Background: an optimization exercise with open tools, aiming at small area and a short achievable clock period. Do not read the settings as production practice. At most, simulation tests tie the RTL to the original design; equivalence was not proved. Power and IR drop assume default switching activity.

==> flow/design.v (excerpt) <==
module pwm_block (
    input  wire        clk,
    input  wire        rst,
    input  wire        fast_tick,
    input  wire        slow_tick,
    input  wire        cmd_valid,
    input  wire [31:0] cmd,
    output reg         rsp_valid,
    output reg  [2:0]  rsp_err,
    output reg  [31:0] rsp_data,
    output wire [5:0]  out
);
    reg        [31:0] fast_q;
    reg        [31:0] slow_q;
    reg               slow_pend_q;
    reg        [5:0]  out_q;
    reg               pwm_on_q;
    reg        [15:0] thr_q;
    reg        [7:0]  step_q;
    reg               dir_q;
    reg        [2:0]  sch_q;
    reg               stopreq_q;
    reg        [1:0]  mode_q;       
    reg               cancelled_q;
    reg               f_illop_q;
    reg               f_busy_q;
    reg               f_invch_q;
    reg               f_operand_q;
    assign out = out_q;
    wire [3:0] op    = cmd[31:28];
    wire [2:0] c_ch  = cmd[27:25];
    wire       c_b   = cmd[24];
    wire [7:0] c_s8  = cmd[23:16];
  ...
Size in the first run: roughly 860 cells after synthesis, ~140 flip-flops, ~7300 um2 of cells after synthesis.
export LEC_CHECK = 0
export ABC_AREA = 1
export CAP_MARGIN = 20
export CORE_MARGIN = 2
export CORE_UTILIZATION = 40
export SLEW_MARGIN = 20
export BUFFER_PORTS_ARGS = -buffer_cell sky130_fd_sc_hd__buf_1
export CTS_ARGS = -sink_clustering_enable -repair_clock_nets -dont_use_dummy_load -buf_list sky130_fd_sc_hd__clkbuf_8
export SETUP_SLACK_MARGIN = 7
create_clock -name core_clock -period 12.0 [get_ports {clk}]
standard.sh (not shown) runs the stock make flow with config.mk's settings and CLKGATE_MAP_FILE= SYNTH_SCRIPT=/design/flow/synth_recipe.tcl, a recipe that flattens the netlist after the stock synthesis.
==> flow/flow/run.sh <==
#!/bin/bash
# Layout flow: the standard ORFS flow (standard.sh) with these changes:
#  * synthesis is the standard synthesis script, except that ABC maps the
#    logic with the area-oriented script flow/abc.script (registers, their
#    names and cell types are untouched);
#  * ports are buffered with buf_1 cells instead of delay buffers;
#  * CTS uses the buffers in CTS_BUF_LIST without dummy loads.
# Each tool's output goes to the ORFS logs under orfs/logs and to flow_*.log here.
set -euo pipefail
W=$(pwd)
F=$W/flow

# synthesis script: synth_recipe.tcl sourcing a copy of ORFS synth.tcl whose
# abc call uses our script
sed "s#^  log_cmd abc {\*}\$abc_args#  log_cmd abc -script $F/abc.script {*}[lrange \$abc_args 2 end]#" \
    "$FLOW_HOME/scripts/synth.tcl" > "$W/my_synth.tcl"
grep -q "abc -script $F/abc.script" "$W/my_synth.tcl"
sed "s#source \$::env(SCRIPTS_DIR)/synth.tcl#source $W/my_synth.tcl#" "$W/synth_recipe.tcl" > "$W/my_synth_recipe.tcl"
grep -q "source $W/my_synth.tcl" "$W/my_synth_recipe.tcl"

cat "$F/extra.mk" >> "$W/config.mk"

sed "s#SYNTH_SCRIPT=[^ ]*synth_recipe.tcl#SYNTH_SCRIPT=$W/my_synth_recipe.tcl#" "$W/standard.sh" > "$W/my_standard.sh"
grep -q "SYNTH_SCRIPT=$W/my_synth_recipe.tcl" "$W/my_standard.sh"

bash "$W/my_standard.sh" > "$W/flow_make.log" 2>&1
==> flow/flow/abc.script <==
strash
&get -n
&dch
&nf
&put
==> flow/flow/extra.mk <==
export BUFFER_PORTS_ARGS = -buffer_cell sky130_fd_sc_hd__buf_1
export CTS_ARGS = -sink_clustering_enable -repair_clock_nets -dont_use_dummy_load -buf_list sky130_fd_sc_hd__clkbuf_8
export SETUP_SLACK_MARGIN = 7
Rerun with:
--- a/flow/design.v
+++ b/flow/design.v
@@ -119,23 +119,59 @@
         endcase
         for (k = 4; k >= 0; k = k - 1) begin
             qp[k] = r[3] | r[4] | (r[2] & dp[k]);
             rn[0] = dp[k] ? r[2] : r[0];
             rn[1] = dp[k] ? r[0] : r[3];
             rn[2] = dp[k] ? r[3] : r[1];
             rn[3] = dp[k] ? r[1] : r[4];
             rn[4] = dp[k] ? r[4] : r[2];
             r = rn;
         end
     end
-    wire [4:0] qn = {1'b0, qp[3:0]} + 5'd20 + {4'd0, r[4] & (v[1:0] != 2'b00)};
+    reg  [4:0] qn;
+    always @(*) begin
+        case ({qp[3:0], r[4] & (v[1:0] != 2'b00)})
+            5'd0: qn = 5'd20;
+            5'd1: qn = 5'd21;
+            5'd2: qn = 5'd21;
+            5'd3: qn = 5'd22;
+            5'd4: qn = 5'd22;
+            5'd5: qn = 5'd23;
+            5'd6: qn = 5'd23;
+            5'd7: qn = 5'd24;
+            5'd8: qn = 5'd24;
+            5'd9: qn = 5'd25;
+            5'd10: qn = 5'd25;
+            5'd11: qn = 5'd26;
+            5'd12: qn = 5'd26;
+            5'd13: qn = 5'd27;
+            5'd14: qn = 5'd27;
+            5'd15: qn = 5'd28;
+            5'd16: qn = 5'd28;
+            5'd17: qn = 5'd29;
+            5'd18: qn = 5'd29;
+            5'd19: qn = 5'd30;
+            5'd20: qn = 5'd30;
+            5'd21: qn = 5'd31;
+            5'd22: qn = 5'd31;
+            5'd23: qn = 5'd0;
+            5'd24: qn = 5'd0;
+            5'd25: qn = 5'd1;
+            5'd26: qn = 5'd1;
+            5'd27: qn = 5'd2;
+            5'd28: qn = 5'd2;
+            5'd29: qn = 5'd3;
+            5'd30: qn = 5'd3;
+            5'd31: qn = 5'd4;
+        endcase
+    end
     wire [15:0] env_new = thr_hi  ? {11'd0, 2'b11, 2'b00, dir_q} :
                           thr_neg ? 16'd0 :
                           xneg    ? {{11{qn[4]}}, qn} :
                                     {10'd0, qp};
     wire [7:0]  env_step_n = clamp ? 8'd1 : step_q;
     wire        env_dir_n  = dir_q ^ clamp;
     wire       do_env  = a_estep | fg_env;
     wire       do_poll = a_poll | do_env | fg_glow;
     wire [2:0] pch     = cmd_valid ? c_ch : sch_q;
     wire fz      = ~|fast_q[31:9];
     wire lt500   = fz & (fast_q[8:0] < 9'd500);
@@ -177,32 +213,31 @@
         for (j = 1; j < 8; j = j + 1) begin
             sc[4*j]     = sC[j];
             sc[4*j + 1] = sC[j] & slow_q[4*j];
             sc[4*j + 2] = sC[j] & slow_q[4*j] & slow_q[4*j + 1];
             sc[4*j + 3] = sC[j] & slow_q[4*j] & slow_q[4*j + 1] & slow_q[4*j + 2];
         end
         sC[0] = 1'b0;
         slow_inc = slow_q ^ (sc & {32{slow_tick}});
     end
     wire fast_clr = a_rstf | a_pulse | (do_poll & gt500);
     wire slow_clr = a_rsts | a_pulse;
+    wire      o_wr  = a_set | p_wr;
+    wire      o_val = a_set ? c_b : set_on;
     reg [5:0] out_n;
     integer i;
     always @(*) begin
         out_n = out_q;
-        for (i = 0; i < 6; i = i + 1) begin
-            if (a_set && c_ch == i)
-                out_n[i] = c_b;
-            if (p_wr && pch == i)
-                out_n[i] = set_on;
-        end
+        for (i = 0; i < 6; i = i + 1)
+            if (o_wr && pch == i)
+                out_n[i] = o_val;
     end
     wire [31:0] rd_data =
         ({32{op_rdf}}   & fast_q) |
         ({32{op_rds}}   & slow_q) |
         ({32{op_rdst}}  & {12'd0, f_operand_q, f_invch_q, f_busy_q, f_illop_q,
                            1'b0, sch_q, cancelled_q, stopreq_q, mode_q,
                            dir_q, pwm_on_q, out_q}) |
         ({32{op_rdenv}} & {8'd0, step_q, thr_q});
     always @(posedge clk) begin
         rsp_err  <= err;
         rsp_data <= legal ? rd_data : 32'd0;
=> Cell count is about the same. Count of clock-buffer cells in the layout stays the same. Final area is higher by 1.7%. Critical path depth stays the same. Maximum frequency is lower by 1.2%. Die area is lower by 0.55%. Setup slack loses 0.059 ns. Clock skew hardly moves. Routed wire length is higher by 0.86%. Core utilization is higher by 0.99 points. Non-clock buffer count is higher by 7. Via count is higher by 0.77%. Worst hold slack loses 0.017 ns.
No functional check of the RTL was part of the second run of this note.

## main
Another version of the RTL of pwm_block (not shown whole).
Size in the first run: ~79 I/O pins, about 7300 µm² of cells after synthesis.
export LEC_CHECK = 0
export ABC_AREA = 1
export CAP_MARGIN = 20
export CORE_MARGIN = 2
export CORE_UTILIZATION = 40
export SLEW_MARGIN = 20
export BUFFER_PORTS_ARGS = -buffer_cell sky130_fd_sc_hd__buf_1
export CTS_ARGS = -sink_clustering_enable -repair_clock_nets -dont_use_dummy_load -buf_list sky130_fd_sc_hd__clkbuf_8
export SETUP_SLACK_MARGIN = 6.5
create_clock -name core_clock -period 12.0 [get_ports {clk}]
==> flow/flow/extra.mk <==
export BUFFER_PORTS_ARGS = -buffer_cell sky130_fd_sc_hd__buf_1
export CTS_ARGS = -sink_clustering_enable -repair_clock_nets -dont_use_dummy_load -buf_list sky130_fd_sc_hd__clkbuf_8
export SETUP_SLACK_MARGIN = 6.5
Scripts as last shown in full above: flow/flow/run.sh, flow/flow/abc.script
Changes in the feature branch relative to main:
--- a/flow/design.v
+++ b/flow/design.v
@@ -120,59 +120,37 @@
         for (k = 4; k >= 0; k = k - 1) begin
             qp[k] = r[3] | r[4] | (r[2] & dp[k]);
             rn[0] = dp[k] ? r[2] : r[0];
             rn[1] = dp[k] ? r[0] : r[3];
             rn[2] = dp[k] ? r[3] : r[1];
             rn[3] = dp[k] ? r[1] : r[4];
             rn[4] = dp[k] ? r[4] : r[2];
             r = rn;
         end
     end
-    reg [3:0] qy;
-    reg [4:0] ry, ryn;
-    always @(*) begin
-        qy[3] = (v[7:5] >= 3'd5);
-        case (v[7:5])
-            3'd0, 3'd5: ry = 5'b00001;
-            3'd1, 3'd6: ry = 5'b00010;
-            3'd2, 3'd7: ry = 5'b00100;
-            3'd3:       ry = 5'b01000;
-            default:    ry = 5'b10000;
-        endcase
-        for (k = 2; k >= 0; k = k - 1) begin
-            qy[k]  = ry[3] | ry[4] | (ry[2] & v[k + 2]);
-            ryn[0] = v[k + 2] ? ry[2] : ry[0];
-            ryn[1] = v[k + 2] ? ry[0] : ry[3];
-            ryn[2] = v[k + 2] ? ry[3] : ry[1];
-            ryn[3] = v[k + 2] ? ry[1] : ry[4];
-            ryn[4] = v[k + 2] ? ry[4] : ry[2];
-            ry = ryn;
-        end
-    end
-    wire [4:0] qn = {1'b0, qy} + 5'd20 + {4'd0, ry[4] & (v[1:0] != 2'b00)};
+    wire [4:0] qn = {1'b0, qp[3:0]} + 5'd20 + {4'd0, r[4] & (v[1:0] != 2'b00)};
     wire [15:0] env_new = thr_hi  ? {11'd0, 2'b11, 2'b00, dir_q} :
                           thr_neg ? 16'd0 :
                           xneg    ? {{11{qn[4]}}, qn} :
                                     {10'd0, qp};
     wire [7:0]  env_step_n = clamp ? 8'd1 : step_q;
     wire        env_dir_n  = dir_q ^ clamp;
     wire       do_env  = a_estep | fg_env;
     wire       do_poll = a_poll | do_env | fg_glow;
     wire [2:0] pch     = cmd_valid ? c_ch : sch_q;
     wire fz      = ~|fast_q[31:9];
     wire lt500   = fz & (fast_q[8:0] < 9'd500);
     wire gt500   = ~fz | (fast_q[8:0] > 9'd500);
-    wire       is_poll = cmd_valid & op_poll;
-    wire [8:0] pthr    = is_poll ? cmd[8:0] : thr_q[8:0];
-    wire lt_raw  = fz & (fast_q[8:0] < pthr);
+    wire lt_imm  = fz & (fast_q[8:0] < cmd[8:0]);
+    wire lt_raw  = fz & (fast_q[8:0] < thr_q[8:0]);
     wire lt_thr  = thr_hi ? lt500 : (~thr_neg & lt_raw);
-    wire lt      = is_poll ? lt_raw : lt_thr;
+    wire lt      = a_poll ? lt_imm : lt_thr;
     wire set_on  = gt500 | (~pwm_on_q & lt);
     wire set_off = pwm_on_q & lt500;
     wire p_wr    = do_poll & (set_on | set_off);
     reg [31:0] fast_inc, slow_inc;
     reg [31:0] fc, sc;
     reg [7:0]  fg4, sg4;
     reg [8:0]  fC, sC;
     integer j;
     always @(*) begin
         for (j = 0; j < 8; j = j + 1) begin
Findings:
The feature branch went all the way through synthesis, placement and routing and the layout is clean on timing, DRC and antenna.
On cell area after synthesis, the feature branch tracks main almost exactly.
Diff main -> the feature branch: net count reported at finish moved down, gate count after technology mapping shows a reduction of 20, met1 wire length lost about 3.6%.
Run comparison: the feature branch timing startpoint of the critical path cmd[11]; main timing startpoint of the critical path cmd[29]
Against main, the feature branch reports a final RePlAce weighted congestion that is higher.
Where time the worst path needs with I/O delays and setup is concerned, main is better than the feature branch.
Going from main to the feature branch, vertical die dimension closely matched the old numbers; final worst clock skew saw a decrease; via count -about 3%.
For main, only the layout was checked, not whether the RTL still works.

== JK ==
pwm_block, a different RTL version from the one above (not shown whole).
Size: about 79 I/O pins.
clock: 12.0 ns
lec_check: 0
abc_area: 1
cap_margin: 20
core_margin: 2
core_utilization: 40
slew_margin: 20
buffer_ports_args: -buffer_cell sky130_fd_sc_hd__buf_1
cts_args: -sink_clustering_enable -repair_clock_nets -dont_use_dummy_load -buf_list sky130_fd_sc_hd__clkbuf_8
setup_slack_margin: 7
==> flow/flow/extra.mk <==
export BUFFER_PORTS_ARGS = -buffer_cell sky130_fd_sc_hd__buf_1
export CTS_ARGS = -sink_clustering_enable -repair_clock_nets -dont_use_dummy_load -buf_list sky130_fd_sc_hd__clkbuf_8
export SETUP_SLACK_MARGIN = 7
Scripts as last shown in full above: flow/flow/run.sh, flow/flow/abc.script
The inputs of MS differ from those of JK as listed below.
diff --git a/flow/design.v b/flow/design.v
--- a/flow/design.v
+++ b/flow/design.v
@@ -13,13 +13,13 @@
     reg        [31:0] fast_q;
     reg        [31:0] slow_q;
     reg               slow_pend_q;
     reg        [5:0]  out_q;
     reg               pwm_on_q;
     reg        [15:0] thr_q;
-    reg        [7:0]  stepx_q;      
+    reg        [7:0]  step_q;
     reg               dir_q;
     reg        [2:0]  sch_q;
     reg               stopreq_q;
     reg        [1:0]  mode_q;       
     reg               cancelled_q;
     reg               f_illop_q;
@@ -81,15 +81,14 @@
     wire fg_stop = fg & stopreq_q;
     wire fg_glow = fg & ~stopreq_q & mode_q[0];
     wire fg_env  = fg & ~stopreq_q & mode_q[1] & slow_pend_q;
     wire thr_neg = thr_q[15];
     wire thr_hi  = ~thr_q[15] & ((|thr_q[14:9]) | (thr_q[8:0] >= 9'd500));
     wire clamp   = thr_neg | thr_hi;
-    wire [7:0] step_q = stepx_q ^ {8{dir_q}};
     wire [9:0] ea = {1'b0, thr_q[8:0]};
-    wire [9:0] eb = {2'b0, stepx_q};
+    wire [9:0] eb = {2'b0, step_q ^ {8{dir_q}}};
     reg  [9:0] pg_g, pg_p, cy;
     reg  [9:0] gg, pp;
     integer m, n;
     always @(*) begin
         pg_g = ea & eb;
         pg_p = ea ^ eb;
@@ -130,24 +129,25 @@
     end
     wire [4:0] qn = {1'b0, qp[3:0]} + 5'd20 + {4'd0, r[4] & (v[1:0] != 2'b00)};
     wire [15:0] env_new = thr_hi  ? {11'd0, 2'b11, 2'b00, dir_q} :
                           thr_neg ? 16'd0 :
                           xneg    ? {{11{qn[4]}}, qn} :
                                     {10'd0, qp};
-    wire [7:0]  env_stepx_n = clamp ? {{7{~dir_q}}, dir_q} : stepx_q;
+    wire [7:0]  env_step_n = clamp ? 8'd1 : step_q;
     wire        env_dir_n  = dir_q ^ clamp;
     wire       do_env  = a_estep | fg_env;
     wire       do_poll = a_poll | do_env | fg_glow;
     wire [2:0] pch     = cmd_valid ? c_ch : sch_q;
     wire fz      = ~|fast_q[31:9];
     wire lt500   = fz & (fast_q[8:0] < 9'd500);
     wire gt500   = ~fz | (fast_q[8:0] > 9'd500);
-    wire lt_imm  = fz & (fast_q[8:0] < cmd[8:0]);
-    wire lt_raw  = fz & (fast_q[8:0] < thr_q[8:0]);
+    wire       is_poll = cmd_valid & op_poll;
+    wire [8:0] pthr    = is_poll ? cmd[8:0] : thr_q[8:0];
+    wire lt_raw  = fz & (fast_q[8:0] < pthr);
     wire lt_thr  = thr_hi ? lt500 : (~thr_neg & lt_raw);
-    wire lt      = a_poll ? lt_imm : lt_thr;
+    wire lt      = is_poll ? lt_raw : lt_thr;
     wire set_on  = gt500 | (~pwm_on_q & lt);
     wire set_off = pwm_on_q & lt500;
     wire p_wr    = do_poll & (set_on | set_off);
     reg [31:0] fast_inc, slow_inc;
     reg [31:0] fc, sc;
     reg [7:0]  fg4, sg4;
@@ -183,22 +183,21 @@
         end
         sC[0] = 1'b0;
         slow_inc = slow_q ^ (sc & {32{slow_tick}});
     end
     wire fast_clr = a_rstf | a_pulse | (do_poll & gt500);
     wire slow_clr = a_rsts | a_pulse;
+    wire      o_wr  = a_set | p_wr;
+    wire      o_val = a_set ? c_b : set_on;
     reg [5:0] out_n;
     integer i;
     always @(*) begin
         out_n = out_q;
-        for (i = 0; i < 6; i = i + 1) begin
-            if (a_set && c_ch == i)
-                out_n[i] = c_b;
-            if (p_wr && pch == i)
-                out_n[i] = set_on;
-        end
+        for (i = 0; i < 6; i = i + 1)
+            if (o_wr && pch == i)
+                out_n[i] = o_val;
     end
     wire [31:0] rd_data =
         ({32{op_rdf}}   & fast_q) |
         ({32{op_rds}}   & slow_q) |
         ({32{op_rdst}}  & {12'd0, f_operand_q, f_invch_q, f_busy_q, f_illop_q,
                            1'b0, sch_q, cancelled_q, stopreq_q, mode_q,
@@ -213,13 +212,13 @@
             fast_q      <= 32'd0;
             slow_q      <= 32'd0;
             slow_pend_q <= 1'b0;
             out_q       <= 6'd0;
             pwm_on_q    <= 1'b0;
             thr_q       <= 16'd20;
-            stepx_q     <= 8'd1;
+            step_q      <= 8'd1;
             dir_q       <= 1'b0;
             sch_q       <= 3'd0;
             stopreq_q   <= 1'b0;
             mode_q      <= 2'd0;
             cancelled_q <= 1'b0;
             f_illop_q   <= 1'b0;
@@ -244,17 +243,17 @@
                 thr_q <= cmd[15:0];
             else if (a_pulse)
                 thr_q <= 16'd20;
             else if (do_env)
                 thr_q <= env_new;
             if (a_load)
-                stepx_q <= c_s8 ^ {8{c_b}};
-            else if (a_pulse)
-                stepx_q <= 8'd1;
+                step_q <= c_s8;
+            else if (a_pulse)
+                step_q <= 8'd1;
             else if (do_env)
-                stepx_q <= env_stepx_n;
+                step_q <= env_step_n;
             if (a_load)
                 dir_q <= c_b;
             else if (a_pulse)
                 dir_q <= 1'b0;
             else if (do_env)
                 dir_q <= env_dir_n;
==> comparison <==
- Cell with the biggest individual delay on the critical path = sky130_fd_sc_hd__ha_1: MS; cell with the biggest individual delay on the critical path = sky130_fd_sc_hd__or4_1: JK
- Looking at JK and MS, the worst hold slack is a wash.
- ~same aggregate negative setup slack in JK and MS
- JK → MS: clock share of power now larger, cell count went down, wire length decreased by about 7% relative to the old numbers.
- Changes observed in MS relative to JK: count of plain and timing-repair buffers dropped 7.9%, ratio of cells with drive above 1 in the final layout climbed 0.45 points.
Function was not checked in any run of this note: the RTL went through the layout flow alone.

## re-timing with driven ports
The flow's constraints put no driver on any port. The routed layouts listed below were extracted and timed again, unchanged, in two steps.
Step 1 (the two cells are an assumption about what drives the block):
set clk [get_ports {clk}]
set_driving_cell -lib_cell sky130_fd_sc_hd__clkbuf_16 $clk
set_driving_cell -lib_cell sky130_fd_sc_hd__buf_2 [delete_from_list [all_inputs] $clk]
Step 2 adds t to the input delays and takes it off the output delays; t is the mean of the earliest and latest rising clock arrival at the registers after step 1. Input paths then give back, and output paths get back, about the clock's delay inside the block.
Three values: ideal ports, drivers, drivers and shift; two values: the first two.
run | shift t [ns] | slack for setup (ns) | worst register clock-pin slew, ns
the first run of note 1 | 0.483 | 7.111 / 7.127 / 6.645 | 0.09 / 0.09
the second run of note 1 | 0.483 | 7.052 / 7.061 / 6.578 | 0.08 / 0.08
main | 0.502 | 6.688 / 6.692 / 6.191 | 0.10 / 0.10
the feature branch | 0.477 | 6.645 / 6.657 / 6.180 | 0.09 / 0.09
JK | 0.479 | 6.988 / 6.988 / 6.533 | 0.08 / 0.08
MS | 0.478 | 6.610 / 6.594 / 6.116 | 0.08 / 0.08
After both steps every run listed still meets setup and hold. For main, which loses most, drivers alone change the setup slack by +0.004 ns; drivers and shift together by -0.497 ns.
